What follows belongs to an exercise in optimizing a design on an open flow for small area; a production flow would make more cautious choices.
Function was checked by simulation only, so behaviour that the tests miss may differ from the original.
Power is estimated from default activity; no workload was simulated.

File: flow/config.mk
export PLATFORM = sky130hd
export DESIGN_NAME = hub75_direct
export DESIGN_NICKNAME = hub75_direct
export VERILOG_FILES = /design/flow/design.v
export SDC_FILE = /design/flow/constraint.sdc
export NUM_CORES = 4
export LEC_CHECK = 0
export CAP_MARGIN = 20
export CORE_MARGIN = 2
export CORE_UTILIZATION = 30
export GPL_TIMING_DRIVEN = 0
export PLACE_DENSITY = 0.5
export SETUP_SLACK_MARGIN = 0.4
export SLEW_MARGIN = 20
File: flow/constraint.sdc
create_clock -name core_clock -period 8.0 [get_ports {clk}]
set_input_delay 1.6000 -clock core_clock [delete_from_list [all_inputs] [get_ports {clk}]]
set_output_delay 1.6000 -clock core_clock [all_outputs]
set_load 0.01 [all_outputs]
File: flow/design.v
module hub75_light_lut (
    input  wire [7:0] v,
    output reg  [7:0] u
);
    always @* begin
        case (v)
            8'd0: u = 8'd0;
            8'd1: u = 8'd0;
            8'd2: u = 8'd0;
            8'd3: u = 8'd0;
            8'd4: u = 8'd0;
            8'd5: u = 8'd1;
            8'd6: u = 8'd1;
            8'd7: u = 8'd1;
            8'd8: u = 8'd1;
            8'd9: u = 8'd1;
            8'd10: u = 8'd1;
            8'd11: u = 8'd1;
            8'd12: u = 8'd1;
            8'd13: u = 8'd1;
            8'd14: u = 8'd2;
            8'd15: u = 8'd2;
            8'd16: u = 8'd2;
            8'd17: u = 8'd2;
            8'd18: u = 8'd2;
            8'd19: u = 8'd2;
            8'd20: u = 8'd2;
            8'd21: u = 8'd2;
            8'd22: u = 8'd2;
            8'd23: u = 8'd3;
            8'd24: u = 8'd3;
            8'd25: u = 8'd3;
            8'd26: u = 8'd3;
            8'd27: u = 8'd3;
            8'd28: u = 8'd3;
            8'd29: u = 8'd3;
            8'd30: u = 8'd3;
            8'd31: u = 8'd4;
            8'd32: u = 8'd4;
            8'd33: u = 8'd4;
            8'd34: u = 8'd4;
            8'd35: u = 8'd4;
            8'd36: u = 8'd4;
            8'd37: u = 8'd5;
            8'd38: u = 8'd5;
            8'd39: u = 8'd5;
            8'd40: u = 8'd5;
            8'd41: u = 8'd5;
            8'd42: u = 8'd6;
            8'd43: u = 8'd6;
            8'd44: u = 8'd6;
            8'd45: u = 8'd6;
            8'd46: u = 8'd6;
            8'd47: u = 8'd7;
            8'd48: u = 8'd7;
            8'd49: u = 8'd7;
            8'd50: u = 8'd7;
            8'd51: u = 8'd8;
            8'd52: u = 8'd8;
            8'd53: u = 8'd8;
            8'd54: u = 8'd8;
            8'd55: u = 8'd9;
            8'd56: u = 8'd9;
            8'd57: u = 8'd9;
            8'd58: u = 8'd10;
            8'd59: u = 8'd10;
            8'd60: u = 8'd10;
            8'd61: u = 8'd10;
            8'd62: u = 8'd11;
            8'd63: u = 8'd11;
            8'd64: u = 8'd11;
            8'd65: u = 8'd12;
            8'd66: u = 8'd12;
            8'd67: u = 8'd12;
            8'd68: u = 8'd13;
            8'd69: u = 8'd13;
            8'd70: u = 8'd13;
            8'd71: u = 8'd14;
            8'd72: u = 8'd14;
            8'd73: u = 8'd15;
            8'd74: u = 8'd15;
            8'd75: u = 8'd15;
            8'd76: u = 8'd16;
            8'd77: u = 8'd16;
            8'd78: u = 8'd17;
            8'd79: u = 8'd17;
            8'd80: u = 8'd17;
            8'd81: u = 8'd18;
            8'd82: u = 8'd18;
            8'd83: u = 8'd19;
            8'd84: u = 8'd19;
            8'd85: u = 8'd20;
            8'd86: u = 8'd20;
            8'd87: u = 8'd21;
            8'd88: u = 8'd21;
            8'd89: u = 8'd22;
            8'd90: u = 8'd22;
            8'd91: u = 8'd23;
            8'd92: u = 8'd23;
            8'd93: u = 8'd24;
            8'd94: u = 8'd24;
            8'd95: u = 8'd25;
            8'd96: u = 8'd25;
            8'd97: u = 8'd26;
            8'd98: u = 8'd26;
            8'd99: u = 8'd27;
            8'd100: u = 8'd28;
            8'd101: u = 8'd28;
            8'd102: u = 8'd29;
            8'd103: u = 8'd29;
            8'd104: u = 8'd30;
            8'd105: u = 8'd31;
            8'd106: u = 8'd31;
            8'd107: u = 8'd32;
            8'd108: u = 8'd32;
            8'd109: u = 8'd33;
            8'd110: u = 8'd34;
            8'd111: u = 8'd34;
            8'd112: u = 8'd35;
            8'd113: u = 8'd36;
            8'd114: u = 8'd37;
            8'd115: u = 8'd37;
            8'd116: u = 8'd38;
            8'd117: u = 8'd39;
            8'd118: u = 8'd39;
            8'd119: u = 8'd40;
            8'd120: u = 8'd41;
            8'd121: u = 8'd42;
            8'd122: u = 8'd43;
            8'd123: u = 8'd43;
            8'd124: u = 8'd44;
            8'd125: u = 8'd45;
            8'd126: u = 8'd46;
            8'd127: u = 8'd47;
            8'd128: u = 8'd47;
            8'd129: u = 8'd48;
            8'd130: u = 8'd49;
            8'd131: u = 8'd50;
            8'd132: u = 8'd51;
            8'd133: u = 8'd52;
            8'd134: u = 8'd53;
            8'd135: u = 8'd54;
            8'd136: u = 8'd54;
            8'd137: u = 8'd55;
            8'd138: u = 8'd56;
            8'd139: u = 8'd57;
            8'd140: u = 8'd58;
            8'd141: u = 8'd59;
            8'd142: u = 8'd60;
            8'd143: u = 8'd61;
            8'd144: u = 8'd62;
            8'd145: u = 8'd63;
            8'd146: u = 8'd64;
            8'd147: u = 8'd65;
            8'd148: u = 8'd66;
            8'd149: u = 8'd67;
            8'd150: u = 8'd68;
            8'd151: u = 8'd70;
            8'd152: u = 8'd71;
            8'd153: u = 8'd72;
            8'd154: u = 8'd73;
            8'd155: u = 8'd74;
            8'd156: u = 8'd75;
            8'd157: u = 8'd76;
            8'd158: u = 8'd77;
            8'd159: u = 8'd79;
            8'd160: u = 8'd80;
            8'd161: u = 8'd81;
            8'd162: u = 8'd82;
            8'd163: u = 8'd83;
            8'd164: u = 8'd85;
            8'd165: u = 8'd86;
            8'd166: u = 8'd87;
            8'd167: u = 8'd88;
            8'd168: u = 8'd90;
            8'd169: u = 8'd91;
            8'd170: u = 8'd92;
            8'd171: u = 8'd94;
            8'd172: u = 8'd95;
            8'd173: u = 8'd96;
            8'd174: u = 8'd98;
            8'd175: u = 8'd99;
            8'd176: u = 8'd100;
            8'd177: u = 8'd102;
            8'd178: u = 8'd103;
            8'd179: u = 8'd105;
            8'd180: u = 8'd106;
            8'd181: u = 8'd108;
            8'd182: u = 8'd109;
            8'd183: u = 8'd110;
            8'd184: u = 8'd112;
            8'd185: u = 8'd113;
            8'd186: u = 8'd115;
            8'd187: u = 8'd116;
            8'd188: u = 8'd118;
            8'd189: u = 8'd120;
            8'd190: u = 8'd121;
            8'd191: u = 8'd123;
            8'd192: u = 8'd124;
            8'd193: u = 8'd126;
            8'd194: u = 8'd128;
            8'd195: u = 8'd129;
            8'd196: u = 8'd131;
            8'd197: u = 8'd132;
            8'd198: u = 8'd134;
            8'd199: u = 8'd136;
            8'd200: u = 8'd138;
            8'd201: u = 8'd139;
            8'd202: u = 8'd141;
            8'd203: u = 8'd143;
            8'd204: u = 8'd145;
            8'd205: u = 8'd146;
            8'd206: u = 8'd148;
            8'd207: u = 8'd150;
            8'd208: u = 8'd152;
            8'd209: u = 8'd154;
            8'd210: u = 8'd155;
            8'd211: u = 8'd157;
            8'd212: u = 8'd159;
            8'd213: u = 8'd161;
            8'd214: u = 8'd163;
            8'd215: u = 8'd165;
            8'd216: u = 8'd167;
            8'd217: u = 8'd169;
            8'd218: u = 8'd171;
            8'd219: u = 8'd173;
            8'd220: u = 8'd175;
            8'd221: u = 8'd177;
            8'd222: u = 8'd179;
            8'd223: u = 8'd181;
            8'd224: u = 8'd183;
            8'd225: u = 8'd185;
            8'd226: u = 8'd187;
            8'd227: u = 8'd189;
            8'd228: u = 8'd191;
            8'd229: u = 8'd193;
            8'd230: u = 8'd196;
            8'd231: u = 8'd198;
            8'd232: u = 8'd200;
            8'd233: u = 8'd202;
            8'd234: u = 8'd204;
            8'd235: u = 8'd207;
            8'd236: u = 8'd209;
            8'd237: u = 8'd211;
            8'd238: u = 8'd214;
            8'd239: u = 8'd216;
            8'd240: u = 8'd218;
            8'd241: u = 8'd220;
            8'd242: u = 8'd223;
            8'd243: u = 8'd225;
            8'd244: u = 8'd228;
            8'd245: u = 8'd230;
            8'd246: u = 8'd232;
            8'd247: u = 8'd235;
            8'd248: u = 8'd237;
            8'd249: u = 8'd240;
            8'd250: u = 8'd242;
            8'd251: u = 8'd245;
            8'd252: u = 8'd247;
            8'd253: u = 8'd250;
            8'd254: u = 8'd252;
            8'd255: u = 8'd255;
            default: u = 8'd0;
        endcase
    end
endmodule
module hub75_light_bit (
    input  wire [7:0] v,
    input  wire [2:0] b,
    output wire       y
);
    wire n000;
    wire n001;
    wire n002;
    wire n003;
    wire n004;
    wire n005;
    wire n006;
    wire n007;
    wire n008;
    wire n009;
    wire n010;
    wire n011;
    wire n012;
    wire n013;
    wire n014;
    wire n015;
    wire n016;
    wire n017;
    wire n018;
    wire n019;
    wire n020;
    wire n021;
    wire n022;
    wire n023;
    wire n024;
    wire n025;
    wire n026;
    wire n027;
    wire n028;
    wire n029;
    wire n030;
    wire n031;
    wire n032;
    wire n033;
    wire n034;
    wire n035;
    wire n036;
    wire n037;
    wire n038;
    wire n039;
    wire n040;
    wire n041;
    wire n042;
    wire n043;
    wire n044;
    wire n045;
    wire n046;
    wire n047;
    wire n048;
    wire n049;
    wire n050;
    wire n051;
    wire n052;
    wire n053;
    wire n054;
    wire n055;
    wire n056;
    wire n057;
    wire n058;
    wire n059;
    wire n060;
    wire n061;
    wire n062;
    wire n063;
    wire n064;
    wire n065;
    wire n066;
    wire n067;
    wire n068;
    wire n069;
    wire n070;
    wire n071;
    wire n072;
    wire n073;
    wire n074;
    wire n075;
    wire n076;
    wire n077;
    wire n078;
    wire n079;
    wire n080;
    wire n081;
    wire n082;
    wire n083;
    wire n084;
    wire n085;
    wire n086;
    wire n087;
    wire n088;
    wire n089;
    wire n090;
    wire n091;
    wire n092;
    wire n093;
    wire n094;
    wire n095;
    wire n096;
    wire n097;
    wire n098;
    wire n099;
    wire n100;
    wire n101;
    wire n102;
    wire n103;
    wire n104;
    wire n105;
    wire n106;
    wire n107;
    wire n108;
    wire n109;
    wire n110;
    wire n111;
    wire n112;
    wire n113;
    wire n114;
    wire n115;
    wire n116;
    wire n117;
    wire n118;
    wire n119;
    wire n120;
    wire n121;
    wire n122;
    wire n123;
    wire n124;
    wire n125;
    wire n126;
    wire n127;
    wire n128;
    wire n129;
    wire n130;
    wire n131;
    wire n132;
    wire n133;
    wire n134;
    wire n135;
    wire n136;
    wire n137;
    wire n138;
    wire n139;
    wire n140;
    wire n141;
    wire n142;
    wire n143;
    wire n144;
    wire n145;
    wire n146;
    wire n147;
    wire n148;
    wire n149;
    wire n150;
    wire n151;
    wire n152;
    wire n153;
    wire n154;
    wire n155;
    wire n156;
    wire n157;
    wire n158;
    wire n159;
    wire n160;
    wire n161;
    wire n162;
    wire n163;
    wire n164;
    wire n165;
    wire n166;
    wire n167;
    wire n168;
    wire n169;
    wire n170;
    wire n171;
    wire n172;
    wire n173;
    wire n174;
    wire n175;
    wire n176;
    wire n177;
    wire n178;
    wire n179;
    wire n180;
    wire n181;
    wire n182;
    wire n183;
    wire n184;
    wire n185;
    wire n186;
    wire n187;
    wire n188;
    wire n189;
    wire n190;
    wire n191;
    wire n192;
    wire n193;
    wire n194;
    wire n195;
    wire n196;
    wire n197;
    wire n198;
    wire n199;
    wire n200;
    wire n201;
    wire n202;
    wire n203;
    wire n204;
    wire n205;
    wire n206;
    wire n207;
    wire n208;
    wire n209;
    wire n210;
    wire n211;
    wire n212;
    wire n213;
    wire n214;
    wire n215;
    wire n216;
    wire n217;
    wire n218;
    wire n219;
    wire n220;
    wire n221;
    wire n222;
    wire n223;
    wire n224;
    wire n225;
    wire n226;
    wire n227;
    wire n228;
    wire n229;
    wire n230;
    wire n231;
    wire n232;
    wire n233;
    wire n234;
    wire n235;
    wire n236;
    wire n237;
    wire n238;
    wire n239;
    wire n240;
    wire n241;
    wire n242;
    wire n243;
    wire n244;
    wire n245;
    wire n246;
    wire n247;
  assign n030 = ~b[2];
  assign n041 = ~(v[4] | v[5]);
  assign n052 = ~n041;
  assign n063 = v[1] & v[0];
  assign n074 = ~(v[1] | v[0]);
  assign n085 = ~(n074 | n063);
  assign n096 = ~n085;
  assign n107 = ~v[4];
  assign n118 = v[5] & ~(v[2]);
  assign n129 = ~n118;
  assign n140 = v[2] & v[5];
  assign n151 = ~n140;
  assign n162 = ~(v[2] | v[5]);
  assign n173 = n162 | v[3];
  assign n175 = n151 & ~(n173);
  assign n176 = ~(n175 & n063);
  assign n177 = ~((n129 | n096) & n176);
  assign n178 = ~v[6];
  assign n179 = n074 & ~(v[2]);
  assign n180 = v[4] & ~(v[5]);
  assign n181 = ~n180;
  assign n182 = v[2] & ~(n074);
  assign n183 = n182 | n181;
  assign n184 = v[3] & ~(v[4]);
  assign n185 = ~n184;
  assign n186 = n140 & n063;
  assign n187 = ~n186;
  assign n188 = ~((n187 | n185) & (n183 | n179));
  assign n189 = n188 | n178;
  assign n190 = ~((n177 & n107) | n189);
  assign n191 = ~v[5];
  assign n192 = ~(v[3] | v[4]);
  assign n193 = ~n192;
  assign n194 = ~(n074 & v[2]);
  assign n195 = ~(n194 | n193);
  assign n196 = n195 & ~(n191);
  assign n197 = ~v[2];
  assign n198 = ~(v[2] | v[1]);
  assign n199 = n198 & ~(v[3]);
  assign n200 = ~((n199 & n191) | (n184 & n197));
  assign n201 = ~n200;
  assign n202 = n201 | n196;
  assign n203 = n190 & ~(n202);
  assign n204 = ~((n203 & n096) | n052);
  assign n205 = ~(b[0] & v[6]);
  assign n206 = b[0] | ~(v[5]);
  assign n207 = n206 & n205;
  assign n208 = v[4] & ~(v[3]);
  assign n209 = n182 & ~(n185);
  assign n210 = ~(n209 | n208);
  assign n211 = ~((n205 | n107) & (n180 | v[6]));
  assign n212 = ~((n211 | n199) & (n210 | n207));
  assign n213 = n212 | ~(n204);
  assign n214 = v[6] & ~(b[0]);
  assign n215 = ~(n214 & v[3]);
  assign n216 = ~((n205 | n107) & n215);
  assign n217 = n208 & ~(n063);
  assign n218 = n217 & ~(v[2]);
  assign n219 = n203 & ~(n218);
  assign n220 = n219 & ~(n179);
  assign n221 = n220 | n182;
  assign n222 = ~((n221 & n216) | (n213 & b[1]));
  assign n223 = ~((n198 | v[4]) & b[0]);
  assign n224 = ~v[3];
  assign n225 = n224 & ~(n182);
  assign n226 = ~(n225 & v[6]);
  assign n227 = n223 & ~(n226);
  assign n228 = n227 & ~(n220);
  assign n229 = ~(b[0] | v[6]);
  assign n230 = ~n229;
  assign n231 = ~((n230 | n199) & n207);
  assign n232 = n228 | ~(n231);
  assign n233 = ~b[1];
  assign n234 = v[4] | ~(v[5]);
  assign n235 = n197 & ~(n063);
  assign n236 = n184 & ~(n162);
  assign n237 = n236 & ~(n235);
  assign n238 = v[2] & ~(v[5]);
  assign n239 = ~(n238 | n180);
  assign n240 = ~((n239 | n192) & (n237 | n234));
  assign n241 = b[0] & v[5];
  assign n242 = ~n241;
  assign n243 = n240 ? b[0] : n242;
  assign n244 = ~((n243 & n228) | n233);
  assign n245 = ~((n232 | n222) & n244);
  assign n246 = ~n209;
  assign n247 = n212 & ~(n228);
  assign n000 = ~(v[6] | v[4]);
  assign n001 = v[0] | v[5];
  assign n002 = n001 | ~(n199);
  assign n003 = b[0] ? n191 : n002;
  assign n004 = n000 & ~(n003);
  assign n005 = ~((n004 & n246) | (n247 & n222));
  assign n006 = ~((n005 & n245) | n030);
  assign n007 = v[1] & ~(v[2]);
  assign n008 = ~(n007 | n162);
  assign n009 = v[2] & ~(v[1]);
  assign n010 = ~n009;
  assign n011 = v[4] & v[5];
  assign n012 = v[3] & ~(v[0]);
  assign n013 = v[1] & v[4];
  assign n014 = ~(n013 | n012);
  assign n015 = ~((n011 | n010) & n014);
  assign n016 = ~((n192 & n197) | n015);
  assign n017 = ~(n225 | n217);
  assign n018 = ~((n017 & n178) | b[0]);
  assign n019 = ~((v[6] | v[0]) & n018);
  assign n020 = ~(n019 | n016);
  assign n021 = ~n020;
  assign n022 = ~((n021 | n204) & (n008 | n215));
  assign n023 = v[0] ? n140 : n238;
  assign n024 = n023 | n193;
  assign n025 = n002 & ~(n024);
  assign n026 = ~v[1];
  assign n027 = v[4] & ~(v[0]);
  assign n028 = n197 & ~(n027);
  assign n029 = n026 & ~(n028);
  assign n031 = ~(n140 | n074);
  assign n032 = v[3] ? n029 : n031;
  assign n033 = n032 | ~(n239);
  assign n034 = n033 | n025;
  assign n035 = v[1] & ~(n001);
  assign n036 = n035 | v[0];
  assign n037 = n036 | n034;
  assign n038 = v[3] | ~(v[1]);
  assign n039 = ~v[0];
  assign n040 = n192 | n039;
  assign n042 = n040 ^ n038;
  assign n043 = n013 & ~(n042);
  assign n044 = ~((n043 | n011) & n197);
  assign n045 = n063 & ~(v[5]);
  assign n046 = n007 & ~(v[0]);
  assign n047 = ~(n046 | n045);
  assign n048 = ~((n047 | n185) & (n044 | n085));
  assign n049 = n183 & ~(n208);
  assign n050 = n198 & ~(v[5]);
  assign n051 = ~n050;
  assign n053 = ~((n235 | n191) & (n051 | n039));
  assign n054 = n053 & ~(n049);
  assign n055 = n186 & ~(v[3]);
  assign n056 = n055 & ~(n054);
  assign n057 = n178 & ~(n056);
  assign n058 = n140 & ~(n074);
  assign n059 = v[3] & ~(n011);
  assign n060 = n059 & ~(n058);
  assign n061 = ~((n060 & n051) | n054);
  assign n062 = ~((n061 & n012) | n057);
  assign n064 = v[3] & v[4];
  assign n065 = n064 | n140;
  assign n066 = n065 & ~(n040);
  assign n067 = ~((n066 | n025) & n026);
  assign n068 = n027 & n182;
  assign n069 = ~b[0];
  assign n070 = n035 | n069;
  assign n071 = ~(n070 | n068);
  assign n072 = ~(n071 & n067);
  assign n073 = n072 | n062;
  assign n075 = ~(n008 & n010);
  assign n076 = v[3] & ~(n041);
  assign n077 = ~(n193 & n173);
  assign n078 = ~((n076 & n075) | n077);
  assign n079 = n118 | v[4];
  assign n080 = n039 & ~(n064);
  assign n081 = n080 & ~(n011);
  assign n082 = ~((n079 | n078) & n081);
  assign n083 = ~((n011 & n074) | n230);
  assign n084 = ~((n078 | n039) & n083);
  assign n086 = n082 & ~(n084);
  assign n087 = v[1] & v[5];
  assign n088 = ~((n087 | n185) & v[0]);
  assign n089 = ~((n088 | n201) & (n175 | v[0]));
  assign n090 = ~((n046 | n023) & v[4]);
  assign n091 = n055 | n195;
  assign n092 = n090 & ~(n091);
  assign n093 = ~((n092 & n089) | n205);
  assign n094 = ~(b[2] | b[1]);
  assign n095 = n093 | ~(n094);
  assign n097 = ~(n095 | n086);
  assign n098 = ~((n073 | n048) & n097);
  assign n099 = ~((n037 & n022) | n098);
  assign n100 = v[5] & ~(n208);
  assign n101 = ~((n100 & v[0]) | n184);
  assign n102 = ~((n101 | v[1]) & (n187 | n185));
  assign n103 = ~((n047 | n193) & (n181 | n096));
  assign n104 = n103 | ~(n214);
  assign n105 = n031 | n009;
  assign n106 = n208 & ~(n105);
  assign n108 = n106 | n104;
  assign n109 = ~((n100 | n066) & n198);
  assign n110 = ~(n058 & v[3]);
  assign n111 = ~((n007 | b[0]) & (n206 | n192));
  assign n112 = ~(n111 & n110);
  assign n113 = n109 & ~(n112);
  assign n114 = ~((n049 | n194) & n113);
  assign n115 = n114 | n020;
  assign n116 = ~((n115 | n062) & (n108 | n102));
  assign n117 = n009 & n041;
  assign n119 = ~((n117 & n088) | (n043 & n118));
  assign n120 = n119 & n116;
  assign n121 = n105 | ~(n011);
  assign n122 = n121 & n219;
  assign n123 = ~(n061 & n002);
  assign n124 = n057 & ~(n123);
  assign n125 = n124 | n069;
  assign n126 = ~n074;
  assign n127 = ~((n045 & n229) | (n241 & n126));
  assign n128 = n064 & ~(n197);
  assign n130 = n128 & ~(n127);
  assign n131 = b[1] & ~(n130);
  assign n132 = n131 & ~(b[2]);
  assign n133 = ~((n125 | n122) & n132);
  assign n134 = ~((n133 | n120) & v[7]);
  assign n135 = n134 | n099;
  assign n136 = ~((n178 & v[5]) | n055);
  assign n137 = v[4] & ~(n218);
  assign n138 = n137 ^ b[0];
  assign n139 = ~((n138 | n136) & n131);
  assign n141 = n197 & ~(n059);
  assign n142 = ~((n100 | n074) & n141);
  assign n143 = n074 | ~(n238);
  assign n144 = n224 ? n187 : n143;
  assign n145 = ~((n144 & n142) | b[0]);
  assign n146 = b[0] & ~(n049);
  assign n147 = n030 & ~(n237);
  assign n148 = ~((n183 | v[3]) & n147);
  assign n149 = n148 | n146;
  assign n150 = ~((n149 | n145) & (n243 | b[1]));
  assign n152 = ~((n150 & v[6]) | (n139 & n030));
  assign n153 = ~n217;
  assign n154 = ~((n140 | v[1]) & v[3]);
  assign n155 = ~(n154 | n162);
  assign n156 = b[0] & ~(n180);
  assign n157 = n156 | n186;
  assign n158 = ~(n157 | n068);
  assign n159 = n156 & ~(v[6]);
  assign n160 = n155 ? n158 : n159;
  assign n161 = ~((n160 | n018) & (n153 | n129));
  assign n163 = ~((n038 & n234) | n039);
  assign n164 = ~((n163 | n034) & n190);
  assign n165 = n140 & ~(n042);
  assign n166 = ~(n184 & n026);
  assign n167 = ~(n184 | n198);
  assign n168 = v[0] & ~(n238);
  assign n169 = ~((n168 | n166) & (n167 | n088));
  assign n170 = n169 | n104;
  assign n171 = ~((n170 | n165) & n094);
  assign n172 = ~((n164 & n161) | n171);
  assign n174 = n172 | n152;
  assign y = ~((n174 | v[7]) & (n135 | n006));
endmodule
module hub75_direct (
    input  wire        clk,
    input  wire        rst,           
    input  wire        op_valid,
    input  wire [1:0]  op_code,       
    input  wire [69:0] cfg_pos,       
    input  wire [5:0]  cfg_width,     
    input  wire [3:0]  cfg_depth,     
    input  wire [5:0]  cfg_map,       
    input  wire [7:0]  cfg_dwell,     
    input  wire        fault_valid,
    input  wire [3:0]  fault_cause,
    input  wire        fb_bank,       
    input  wire        fb_wbusy,      
    output wire        mem_en,
    output wire [11:0] mem_addr,      
    input  wire [47:0] mem_rdata,     
    output wire [31:0] bus_word,
    output wire [31:0] bus_mask,
    output reg         bus_we,
    output wire [1:0]  run_state,
    output wire        cfg_valid,
    output wire        stop_pending,
    output wire        act_bank,
    output reg  [1:0]  err_class,
    output reg  [3:0]  err_cause,
    output reg  [5:0]  err_a,
    output wire [5:0]  err_b
);
    localparam [1:0] OP_CONFIGURE = 2'd0;
    localparam [1:0] OP_START     = 2'd1;
    localparam [1:0] OP_STOP      = 2'd2;
    localparam [1:0] S_IDLE     = 2'd0;
    localparam [1:0] S_RUNNING  = 2'd1;
    localparam [1:0] S_STOPPING = 2'd2;
    localparam [1:0] S_FAULTED  = 2'd3;
    localparam [3:0] E_OUT_OF_RANGE       = 4'd1;
    localparam [3:0] E_COLLISION          = 4'd2;
    localparam [3:0] E_WIDTH_RANGE        = 4'd3;
    localparam [3:0] E_DEPTH_RANGE        = 4'd4;
    localparam [3:0] E_BAD_CHAN_MAP       = 4'd5;
    localparam [3:0] E_ALREADY_CONFIGURED = 4'd6;
    localparam [3:0] E_NOT_CONFIGURED     = 4'd7;
    localparam [3:0] T_START  = 4'd0;    
    localparam [3:0] T_FIRST  = 4'd8;    
    localparam [3:0] T_DATA   = 4'd1;
    localparam [3:0] T_CKH    = 4'd2;
    localparam [3:0] T_CKL    = 4'd3;
    localparam [3:0] T_OED    = 4'd4;
    localparam [3:0] T_LTL    = 4'd5;
    localparam [3:0] T_LTH    = 4'd6;
    localparam [3:0] T_ADR    = 4'd7;
    localparam [3:0] T_OEE    = 4'd12;
    localparam [3:0] T_HOLD   = 4'd13;
    localparam [3:0] T_END    = 4'd14;
    reg        cfg_ok;
    reg [69:0] pos;
    reg [1:0]  dbase;       
    reg [5:0]  chan_map;
    reg [7:0]  dwell_unit;
    reg [1:0]  run;
    reg        stopreq;
    reg        bank;
    reg [2:0]  plane;
    reg [4:0]  row;
    reg [3:0]  step;
    reg [5:0]  col;         
    reg        colx;        
    reg [7:0]  hold_hi;     
    reg [4:0]  err_b_r;
    assign err_b = {1'b0, err_b_r};
    reg [5:0]  l_rgb;
    reg [4:0]  l_addr;
    reg        l_clk;
    reg        l_lat;
    reg        l_oe;
    assign run_state    = run;
    assign cfg_valid    = cfg_ok;
    assign stop_pending = stopreq;
    assign act_bank     = bank;
    wire [4:0] in_pos [0:13];
    genvar gi, gj;
    generate
        for (gi = 0; gi < 14; gi = gi + 1) begin : g_inpos
            assign in_pos[gi] = cfg_pos[5*gi +: 5];
        end
    endgenerate
    wire [13:0] oor;
    generate
        for (gi = 0; gi < 14; gi = gi + 1) begin : g_oor
            assign oor[gi] = ({1'b0, in_pos[gi]} >= cfg_width);
        end
    endgenerate
    reg        oor_any;
    reg [3:0]  oor_i;
    reg [4:0]  oor_p;
    integer i, j;
    always @* begin
        oor_any = 1'b0;
        oor_i   = 4'd0;
        oor_p   = 5'd0;
        for (i = 13; i >= 0; i = i - 1) begin
            if (oor[i]) begin
                oor_any = 1'b1;
                oor_i   = i[3:0];
                oor_p   = in_pos[i];
            end
        end
    end
    wire [13:0] eq [0:13];
    generate
        for (gi = 0; gi < 14; gi = gi + 1) begin : g_eqi
            for (gj = 0; gj < 14; gj = gj + 1) begin : g_eqj
                if (gj > gi) begin : g_cmp
                    assign eq[gi][gj] = (in_pos[gi] == in_pos[gj]);
                end else begin : g_no
                    assign eq[gi][gj] = 1'b0;
                end
            end
        end
    endgenerate
    reg        col_any;
    reg [3:0]  col_i;
    reg [3:0]  col_j;
    always @* begin
        col_any = 1'b0;
        col_i   = 4'd0;
        col_j   = 4'd0;
        for (i = 12; i >= 0; i = i - 1) begin
            if (|eq[i]) begin
                col_any = 1'b1;
                col_i   = i[3:0];
                for (j = 13; j > i; j = j - 1)
                    if (eq[i][j])
                        col_j = j[3:0];
            end
        end
    end
    wire w_bad   = (cfg_width > 6'd32);
    wire d_bad   = (cfg_depth < 4'd5) || (cfg_depth > 4'd8);
    wire map_bad = (cfg_map[1:0] == 2'd3 || cfg_map[3:2] == 2'd3 || cfg_map[5:4] == 2'd3 ||
                    cfg_map[1:0] == cfg_map[3:2] || cfg_map[1:0] == cfg_map[5:4] ||
                    cfg_map[3:2] == cfg_map[5:4]);
    reg        chk_fail;
    reg [3:0]  chk_cause;
    reg [5:0]  chk_a;
    reg [4:0]  chk_b;
    always @* begin
        chk_fail  = 1'b1;
        chk_cause = 4'd0;
        chk_a     = 6'd0;
        chk_b     = 5'd0;
        if (cfg_ok) begin
            chk_cause = E_ALREADY_CONFIGURED;
        end else if (w_bad) begin
            chk_cause = E_WIDTH_RANGE;
            chk_a     = cfg_width;
        end else if (oor_any) begin
            chk_cause = E_OUT_OF_RANGE;
            chk_a     = {2'b00, oor_i};
            chk_b     = oor_p;
        end else if (col_any) begin
            chk_cause = E_COLLISION;
            chk_a     = {2'b00, col_i};
            chk_b     = {1'b0, col_j};
        end else if (d_bad) begin
            chk_cause = E_DEPTH_RANGE;
            chk_a     = {2'b00, cfg_depth};
        end else if (map_bad) begin
            chk_cause = E_BAD_CHAN_MAP;
        end else begin
            chk_fail  = 1'b0;
        end
    end
    wire running   = (run == S_RUNNING);
    wire at_start  = (step[2:0] == 3'd0);           
    wire row_start = running && at_start;
    wire bank_now = (row_start && !fb_wbusy) ? fb_bank : bank;
    assign mem_en   = running && ((at_start && !stopreq) || (step == T_CKL && col != 6'd0));
    assign mem_addr = {bank_now, row, col};
    wire [2:0] bit_idx = plane + {1'b0, dbase};
    wire [5:0] lb;
    generate
        for (gi = 0; gi < 6; gi = gi + 1) begin : g_lut
            hub75_light_bit u_lut (.v(mem_rdata[8*gi +: 8]), .b(bit_idx), .y(lb[gi]));
        end
    endgenerate
    wire [5:0] entry;
    generate
        for (gi = 0; gi < 3; gi = gi + 1) begin : g_map
            wire [1:0] m = chan_map[2*gi +: 2];
            assign entry[gi]     = m[1] ? lb[2] : m[0] ? lb[1] : lb[0];
            assign entry[gi + 3] = m[1] ? lb[5] : m[0] ? lb[4] : lb[3];
        end
    endgenerate
    wire [69:0] dpos = cfg_ok ? pos : cfg_pos;
    wire [13:0] lwn  = {l_oe, l_lat, l_clk, l_addr, l_rgb} | {14{~cfg_ok}};
    wire [31:0] net;
    reg  [31:0] mask_r;
    generate
        for (gi = 0; gi < 32; gi = gi + 1) begin : g_pack
            wire [13:0] hit;
            for (gj = 0; gj < 14; gj = gj + 1) begin : g_role
                assign hit[gj] = (dpos[5*gj +: 5] == gi);
            end
            assign net[gi] = |(hit & lwn);
        end
    endgenerate
    assign bus_word = net & {32{cfg_ok}};
    assign bus_mask = mask_r & {32{cfg_ok}};
    wire [2:0]  top_plane = {1'b1, ~dbase};           
    wire        engine_on = running || (run == S_STOPPING);
    wire        do_fault  = fault_valid && engine_on;
    wire [6:0]  cnt_inc   = {colx, col} + 7'd1;
    wire        blk_end   = (({colx, col} & blk) == blk);
    wire [6:0]  blk;
    generate
        for (gi = 0; gi < 7; gi = gi + 1) begin : g_blk
            assign blk[gi] = (plane > gi);
        end
    endgenerate
    reg [3:0] next_row_step;
    always @* begin
        if (row != 5'd31 || plane != 3'd0)
            next_row_step = T_START;
        else
            next_row_step = T_END;
    end
    always @(posedge clk) begin
        pos <= dpos;
        if (!cfg_ok) begin
            mask_r     <= net;
            dbase      <= {cfg_depth[1] ^ cfg_depth[0], cfg_depth[0]};
            chan_map   <= cfg_map;
            dwell_unit <= cfg_dwell;
        end
    end
    always @(posedge clk) begin
        if (rst) begin
            cfg_ok     <= 1'b0;
            run        <= S_IDLE;
            stopreq    <= 1'b0;
            bank       <= 1'b0;
            col        <= 6'd0;
            colx       <= 1'b0;
            l_rgb      <= 6'd0;
            l_addr     <= 5'd0;
            l_clk      <= 1'b0;
            l_lat      <= 1'b1;
            l_oe       <= 1'b1;
            bus_we     <= 1'b0;
            err_class  <= 2'd0;
            err_cause  <= 4'd0;
            err_a      <= 6'd0;
            err_b_r    <= 5'd0;
        end else begin
            bus_we <= 1'b0;
            if (do_fault) begin
                l_oe      <= 1'b1;
                bus_we    <= 1'b1;
                run       <= S_FAULTED;
                err_class <= 2'd3;
                err_cause <= fault_cause;
                err_a     <= 6'd0;
                err_b_r   <= 5'd0;
            end else if (run == S_STOPPING) begin
                l_rgb  <= 6'd0;
                l_addr <= 5'd0;
                l_clk  <= 1'b0;
                l_lat  <= 1'b1;
                l_oe   <= 1'b1;
                bus_we <= 1'b1;
                run    <= S_IDLE;
            end else if (running) begin
                case (step)
                    T_START, T_FIRST: begin
                        bus_we <= 1'b1;
                        if (stopreq) begin
                            l_oe <= 1'b1;                    
                            run  <= S_STOPPING;
                        end else begin
                            if (!fb_wbusy)
                                bank <= fb_bank;
                            l_rgb <= 6'd0;                   
                            if (step[3])
                                l_addr <= 5'd0;              
                            step <= T_DATA;
                        end
                    end
                    T_DATA: begin
                        bus_we <= 1'b1;
                        l_rgb  <= entry;
                        col    <= cnt_inc[5:0];
                        step   <= T_CKH;
                    end
                    T_CKH: begin
                        bus_we <= 1'b1;
                        l_clk  <= 1'b1;
                        step   <= T_CKL;
                    end
                    T_CKL: begin
                        bus_we <= 1'b1;
                        l_clk  <= 1'b0;
                        step   <= (col == 6'd0) ? T_OED : T_DATA;
                    end
                    T_OED: begin
                        bus_we <= 1'b1;
                        l_oe   <= 1'b1;
                        step   <= T_LTL;
                    end
                    T_LTL: begin
                        bus_we <= 1'b1;
                        l_lat  <= 1'b0;
                        step   <= T_LTH;
                    end
                    T_LTH: begin
                        bus_we <= 1'b1;
                        l_lat  <= 1'b1;
                        step   <= T_ADR;
                    end
                    T_ADR: begin
                        bus_we <= 1'b1;
                        l_addr <= row;
                        step   <= T_OEE;
                    end
                    T_OEE: begin
                        bus_we  <= 1'b1;
                        l_oe    <= 1'b0;
                        hold_hi <= dwell_unit;
                        if (dwell_unit != 8'd0) begin
                            step <= T_HOLD;
                        end else begin
                            step <= next_row_step;
                            row  <= row + 5'd1;
                            if (row == 5'd31)
                                plane <= plane - 3'd1;
                        end
                    end
                    T_HOLD: begin
                        if (!blk_end) begin
                            {colx, col} <= cnt_inc;
                        end else begin
                            {colx, col} <= 7'd0;
                            hold_hi     <= hold_hi - 8'd1;
                        end
                        if (blk_end && hold_hi == 8'd1) begin
                            step <= next_row_step;
                            row  <= row + 5'd1;
                            if (row == 5'd31)
                                plane <= plane - 3'd1;
                        end
                    end
                    default: begin                           
                        bus_we <= 1'b1;
                        l_oe   <= 1'b1;
                        plane  <= top_plane;
                        step   <= T_FIRST;
                    end
                endcase
            end
            if (op_valid) begin
                case (op_code)
                    OP_CONFIGURE: begin
                        if (chk_fail) begin
                            if (run != S_FAULTED && !do_fault) begin
                                err_class <= 2'd1;
                                err_cause <= chk_cause;
                                err_a     <= chk_a;
                                err_b_r   <= chk_b;
                            end
                        end else begin
                            cfg_ok <= 1'b1;
                            bus_we <= 1'b1;
                        end
                    end
                    OP_START: begin
                        if (!cfg_ok) begin
                            err_class <= 2'd1;
                            err_cause <= E_NOT_CONFIGURED;
                            err_a     <= 6'd0;
                            err_b_r   <= 5'd0;
                        end else if (run == S_IDLE) begin
                            stopreq <= 1'b0;
                            run     <= S_RUNNING;
                            plane   <= top_plane;
                            row     <= 5'd0;
                            step    <= T_FIRST;
                        end
                    end
                    OP_STOP: begin
                        stopreq <= 1'b1;
                    end
                    default: ;
                endcase
            end
        end
    end
endmodule
File: flow/flow/run.sh
#!/bin/bash
# Standard synthesis, then an area-oriented re-mapping of the combinational
# logic only (every register cell and its name is kept; several ABC scripts
# are tried and the smallest result is taken), then the standard layout from
# the re-mapped netlist, with plain buf_1 cells as the port buffers.
set -euo pipefail
WORK=$(pwd)
FLOWDIR=$WORK/flow
RES=$WORK/orfs/results/$FLOW_PLATFORM/hub75_direct/base
LIB=$FLOW_HOME/platforms/sky130hd/lib/sky130_fd_sc_hd__tt_025C_1v80.lib
YOSYS=$(command -v yosys || echo $FLOW_HOME/../tools/install/yosys/bin/yosys)

bash standard.sh synth > $WORK/log_synth.txt 2>&1

cp $RES/1_2_yosys.v $WORK/std_netlist.v
DU=$(sed -n '/^export DONT_USE_CELLS/,/^#/p' $FLOW_HOME/platforms/sky130hd/config.mk \
     | grep -o 'sky130_fd_sc_hd__[a-z0-9_]*' | sed 's/^/-dont_use /' | tr '\n' ' ')
BB=$(tr '\n' ' ' < $FLOWDIR/seq_cells.txt)
for n in 1 2 3; do
cat > $WORK/resynth$n.ys <<EOT
read_liberty -ignore_miss_func $LIB
blackbox $BB
read_verilog $WORK/std_netlist.v
hierarchy -top $FLOW_TOP
flatten
opt_clean
opt -full
abc -script $FLOWDIR/abc$n.abc -liberty $LIB $DU
opt_clean -purge
hilomap -singleton -hicell sky130_fd_sc_hd__conb_1 HI -locell sky130_fd_sc_hd__conb_1 LO
tee -o $WORK/resynth$n.stat stat -liberty $LIB
write_verilog -noattr -nohex -nodec $WORK/resynth$n.v
EOT
( $YOSYS -l $WORK/log_resynth$n.txt -q $WORK/resynth$n.ys > /dev/null 2>&1 || true ) &
done
wait
best=""; bestA=""
for n in 1 2 3; do
  a=$(grep -o "Chip area for module.*: [0-9.]*" $WORK/resynth$n.stat 2>/dev/null | awk '{print $NF}' || true)
  echo "script $n area ${a:-failed}" >> $WORK/log_pick.txt
  if [[ -n "$a" && -s $WORK/resynth$n.v ]]; then
    if [[ -z "$bestA" ]] || awk "BEGIN{exit !($a < $bestA)}"; then best=$n; bestA=$a; fi
  fi
done
echo "picked $best ($bestA)" >> $WORK/log_pick.txt
if [[ -n "$best" ]]; then
  cp $WORK/resynth$best.v $RES/1_2_yosys.v
  touch $RES/1_2_yosys.v
fi

bash standard.sh BUFFER_PORTS_ARGS="-buffer_cell sky130_fd_sc_hd__buf_1" finish > $WORK/log_finish.txt 2>&1
File: flow/flow/abc1.abc
strash
balance; rewrite; refactor; balance; rewrite; rewrite -z; balance; refactor -z; rewrite -z; balance
dch -f
map -a
topo
mfs
strash
dch -f
amap
File: flow/flow/abc2.abc
strash
&get -n; &deepsyn -T 120; &put
dch -f
amap
File: flow/flow/abc3.abc
strash
dch -f
map -a
topo
mfs
strash
dch -f
amap
topo
mfs
strash
dch -f
amap
File: flow/flow/seq_cells.txt
sky130_fd_sc_hd__dfbbn_1
sky130_fd_sc_hd__dfbbn_2
sky130_fd_sc_hd__dfbbp_1
sky130_fd_sc_hd__dfrbp_1
sky130_fd_sc_hd__dfrbp_2
sky130_fd_sc_hd__dfrtn_1
sky130_fd_sc_hd__dfrtp_1
sky130_fd_sc_hd__dfrtp_2
sky130_fd_sc_hd__dfrtp_4
sky130_fd_sc_hd__dfsbp_1
sky130_fd_sc_hd__dfsbp_2
sky130_fd_sc_hd__dfstp_1
sky130_fd_sc_hd__dfstp_2
sky130_fd_sc_hd__dfstp_4
sky130_fd_sc_hd__dfxbp_1
sky130_fd_sc_hd__dfxbp_2
sky130_fd_sc_hd__dfxtp_1
sky130_fd_sc_hd__dfxtp_2
sky130_fd_sc_hd__dfxtp_4
sky130_fd_sc_hd__dlclkp_1
sky130_fd_sc_hd__dlclkp_2
sky130_fd_sc_hd__dlclkp_4
sky130_fd_sc_hd__dlrbn_1
sky130_fd_sc_hd__dlrbn_2
sky130_fd_sc_hd__dlrbp_1
sky130_fd_sc_hd__dlrbp_2
sky130_fd_sc_hd__dlrtn_1
sky130_fd_sc_hd__dlrtn_2
sky130_fd_sc_hd__dlrtn_4
sky130_fd_sc_hd__dlrtp_1
sky130_fd_sc_hd__dlrtp_2
sky130_fd_sc_hd__dlrtp_4
sky130_fd_sc_hd__dlxbn_1
sky130_fd_sc_hd__dlxbn_2
sky130_fd_sc_hd__dlxbp_1
sky130_fd_sc_hd__dlxtn_1
sky130_fd_sc_hd__dlxtn_2
sky130_fd_sc_hd__dlxtn_4
sky130_fd_sc_hd__dlxtp_1
sky130_fd_sc_hd__edfxbp_1
sky130_fd_sc_hd__edfxtp_1
sky130_fd_sc_hd__lpflow_inputisolatch_1
sky130_fd_sc_hd__sdfbbn_1
sky130_fd_sc_hd__sdfbbn_2
sky130_fd_sc_hd__sdfbbp_1
sky130_fd_sc_hd__sdfrbp_1
sky130_fd_sc_hd__sdfrbp_2
sky130_fd_sc_hd__sdfrtn_1
sky130_fd_sc_hd__sdfrtp_1
sky130_fd_sc_hd__sdfrtp_2
sky130_fd_sc_hd__sdfrtp_4
sky130_fd_sc_hd__sdfsbp_1
sky130_fd_sc_hd__sdfsbp_2
sky130_fd_sc_hd__sdfstp_1
sky130_fd_sc_hd__sdfstp_2
sky130_fd_sc_hd__sdfstp_4
sky130_fd_sc_hd__sdfxbp_1
sky130_fd_sc_hd__sdfxbp_2
sky130_fd_sc_hd__sdfxtp_1
sky130_fd_sc_hd__sdfxtp_2
sky130_fd_sc_hd__sdfxtp_4
sky130_fd_sc_hd__sdlclkp_1
sky130_fd_sc_hd__sdlclkp_2
sky130_fd_sc_hd__sdlclkp_4
sky130_fd_sc_hd__sedfxbp_1
sky130_fd_sc_hd__sedfxbp_2
sky130_fd_sc_hd__sedfxtp_1
sky130_fd_sc_hd__sedfxtp_2
sky130_fd_sc_hd__sedfxtp_4
File: flow/standard.sh
#!/bin/bash
# synth_recipe.tcl (not shown) runs the flow's synth.tcl, then flattens the netlist and writes it again
# the make line also repeats each setting of config.mk as NAME=value (left out here)
make -C /OpenROAD-flow-scripts/flow DESIGN_CONFIG=/design/flow/config.mk WORK_HOME=/design/flow/orfs CLKGATE_MAP_FILE= SYNTH_SCRIPT=/design/flow/synth_recipe.tcl "${@:-finish}"
==> flow_summary.yaml <==
clock_tree:
  cts.clk_slew.worst_paths_ns: 0.09
  htreeDepth: 4
  ctsLongestPathBuffers: 2
  cts_tree: "built"
  clk_root_buffer_cell: "clkbuf_16"
  numClockSinks: 182
  cts_buffers: 17
  cts_hold_buffers: 0
  insertion_delay_ns: 0.51
power:
  p_total_mw: 3.83
  p_clk_frac: 0.254
  swShare: 0.486
  p_sw_mw: 1.86
  ir_drop_uv: 221
  seq_power_share: 0.282
  power-per-cell-area_nw_per_um2: 144
  internal_power_mw: 1.97
  combPwrFrac: 0.464
  p_leak_nw: 7.89
placement:
  place_ws_ns: -0.185
  placed_cells: 4860
  hpwl_mm: 109
  place_congestion: 1.09
  port_buffers: 253
grt:
  grt-ovfl-total: 0
  grt_pass1_vias: 31700
  gr-max-usage-layer: "met2"
  grt_use_total: 0.373
  met2_usage: 0.534
  grt_max_degree: 127
  use_met1: 0.490
  met3_usage: 0.132
  grt_pass1_wl_mm: 222
  antenna_found_initial: 12
floorplanning:
  design.die.area_sq_um: 79100
  die_w_um: 281
  rows: 101
  initial_core_util: 0.303
  die_h_um: 281
  io_pins: 255
  coreArea_sq_um: 76100
critical_path:
  timing.rr.end: "l_rgb[0]$_SDFFE_PP0P_"
  end_kind: "flip-flop"
  cp_num_buf_inv: 3
  cpMostUsedCell: "nor3_1"
  critPathMaxFanout: 17
  slowest_delay_ns: 0.81
  crit_path_start: "cfg_pos[62]"
  worstReg2RegStart: "plane[0]$_DFFE_PN_"
  path_cells: "buf_1, clkinv_1, o22ai_1, a2111oi_0, o211ai_1, o41ai_1, nand3b_1, or3_1, nor3_1, nand4_1, nor3_1, and2_0, nand2b_1, nor3_1, or3_1, nor2_1, nor3_2, buf_4, nand2_1, o211ai_1"
  startpoint_type: "input port"
  criticalPathCategory: "input port to flip-flop"
  slowest_stage: "clkinv_1"
  crit_arrival_ns: 7.95
  path_delay_family: "simple AND/OR/NAND/NOR gates"
  worstRegToRegCells: 18
  r2r_slack_ns: 3.38
  worstPathRequired_ns: 8.41
route:
  drcViolationCount: 0
  wirelength_mm: 154
  drt_pass1_iterations: 13
  vias: 35200
  drt_iter0_drc: 7208
  post_drt_via_cell_ratio: 7.17
  routedWlPerCell_um: 31.3
  drtAntennaViolNets: 0
outcome:
  status: "complete, no violations"
final_layout:
  layout-drive-gt1-share: 0.0325
  final_nets: 4016
  area_growth_pct: 15.1
  fin_cells: 4915
  layout_common_cells: "630 x nor2_1, 545 x o22ai_1, 373 x clkinv_1"
  final_common_cell: "nor2_1"
synthesis:
  syn_nets: 3717
  yosysWarnings: 1
  syn_area_per_cell_sq_um: 6.47
  netlist_area_sq_um: 23100
  postSynthCellCount: 3563
sta:
  max_freq_mhz: 133
  fin_ws_ns: 0.457
  hold_violations: 0
  report.final.slew_viol_count: 0
  rsz0062_at_grt: "true"
  fin_worst_skew_ns: 0.0399
  setup_tns_ns: 0
  period_needed_ns: 7.54
  finalCritPeriodShare: 0.943
  setup_violations: 0
  hold_ws_ns: 0.475
  worst_slew_pin_slew_ns: 1.39
  relSlewSlack: 0.0760
min_path:
  min_to: "err_class[1]$_SDFF_PP0_"
  hold_path_class: "flip-flop to flip-flop"
  min-delay-start: "err_class[1]$_SDFF_PP0_"
  hold_depth: 1
job:
  cap_violations: 0
metal layers:
layer	vias to the layer above	wire, um
li1	15000	-
met1	16400	60500
met2	3132	61300
met3	719	21800
met4	6	10100
met5	-	39
metrics by stage:
step / area [sq um] / util
2_1_floorplan: 23100 / -
3_3_place_gp: 25300 / 0.333
3_5_place_dp: 25600 / 0.337
4_1_cts: 26300 / 0.345
5_1_grt: 26500 / 0.349
6_report: 26600 / 0.349
worst max-delay path by stage:
stage               slack, ns               endpoint  cells past startpoint
global route             0.37  err_b_r[0]$_SDFF_PP0_                     31
global placement        -3.03  l_rgb[0]$_SDFFE_PP0P_                     16
finish                   0.46  err_b_r[1]$_SDFF_PP0_                     20
detailed placement      -0.18  err_b_r[0]$_SDFF_PP0_                     31
floorplan                1.49           bus_word[15]                      8
CTS                      0.53  err_b_r[1]$_SDFF_PP0_                     18
timing repair:
action | in CTS | in global routing
gates resized for setup | 1 | 33
setup endpoints to repair | 1 | 17
cloned | 0 | 0
setup buffers | 0 | 13
power by group through the flow:
| stage | logic [mW] | clock network, mW | registers, mW |
|---|---|---|---|
| floorplan | 0.940 | 0 | 1.09 |
| global placement | 1.67 | 0 | 1.10 |
| detailed placement | 1.65 | 0 | 1.10 |
| CTS | 1.66 | 0.984 | 1.08 |
| global route | 1.87 | 1.01 | 1.09 |
| finish | 1.78 | 0.971 | 1.08 |
sequential cells by signal, indices dropped and copies added, names as in the netlist, 3 cells and up:
name,flops
l_addr,5
err_cause,4
l_rgb,6
err_b_r,5
row,5
mask_r,32
plane,3
pos,70
step,4
dwell_unit,8
hold_hi,8
chan_map,6
col,6
err_a,6
area by class of cell:
type,instances,area [sq um]
Timing Repair Buffer,280,1380
Clock inverter,15,218
Tap cell,1030,1290
Multi-Input combinational cell,2985,17300
Antenna cell,10,25.0
Sequential cell,182,4330
Inverter,396,1580
Fill cell,8608,49500
Clock buffer,17,425

[static timing again, ports no longer ideal]
The flow's constraints put no driver on any port. The routed layout listed below was extracted and timed again, unchanged, in two steps. Step 1 sets driving cells, clkbuf_16 on the clock port and buf_2 on the other inputs (assumed; they add their load-dependent delay and slew). Step 2 moves the port delays by t, midway between the first and last clock arrival at a register: inputs arrive t later, outputs are due t later. That takes back most of the time a late clock gives input paths. a / b / c = no drivers / after step 1 / after step 2; a / b = the first two.
t, ns: 0.549
setup slack, ns: 0.457 / 0.465 / -0.084
worst hold slack (ns): 0.475 / 0.475 / 0.475
worst setup path at the end: input to register
worst slew at a driven data input, ns: 0.14
With both steps, setup timing fails in this run, where it was met with ideal ports. For this run, drivers alone change the setup slack by +0.008 ns; drivers and shift together by -0.541 ns.
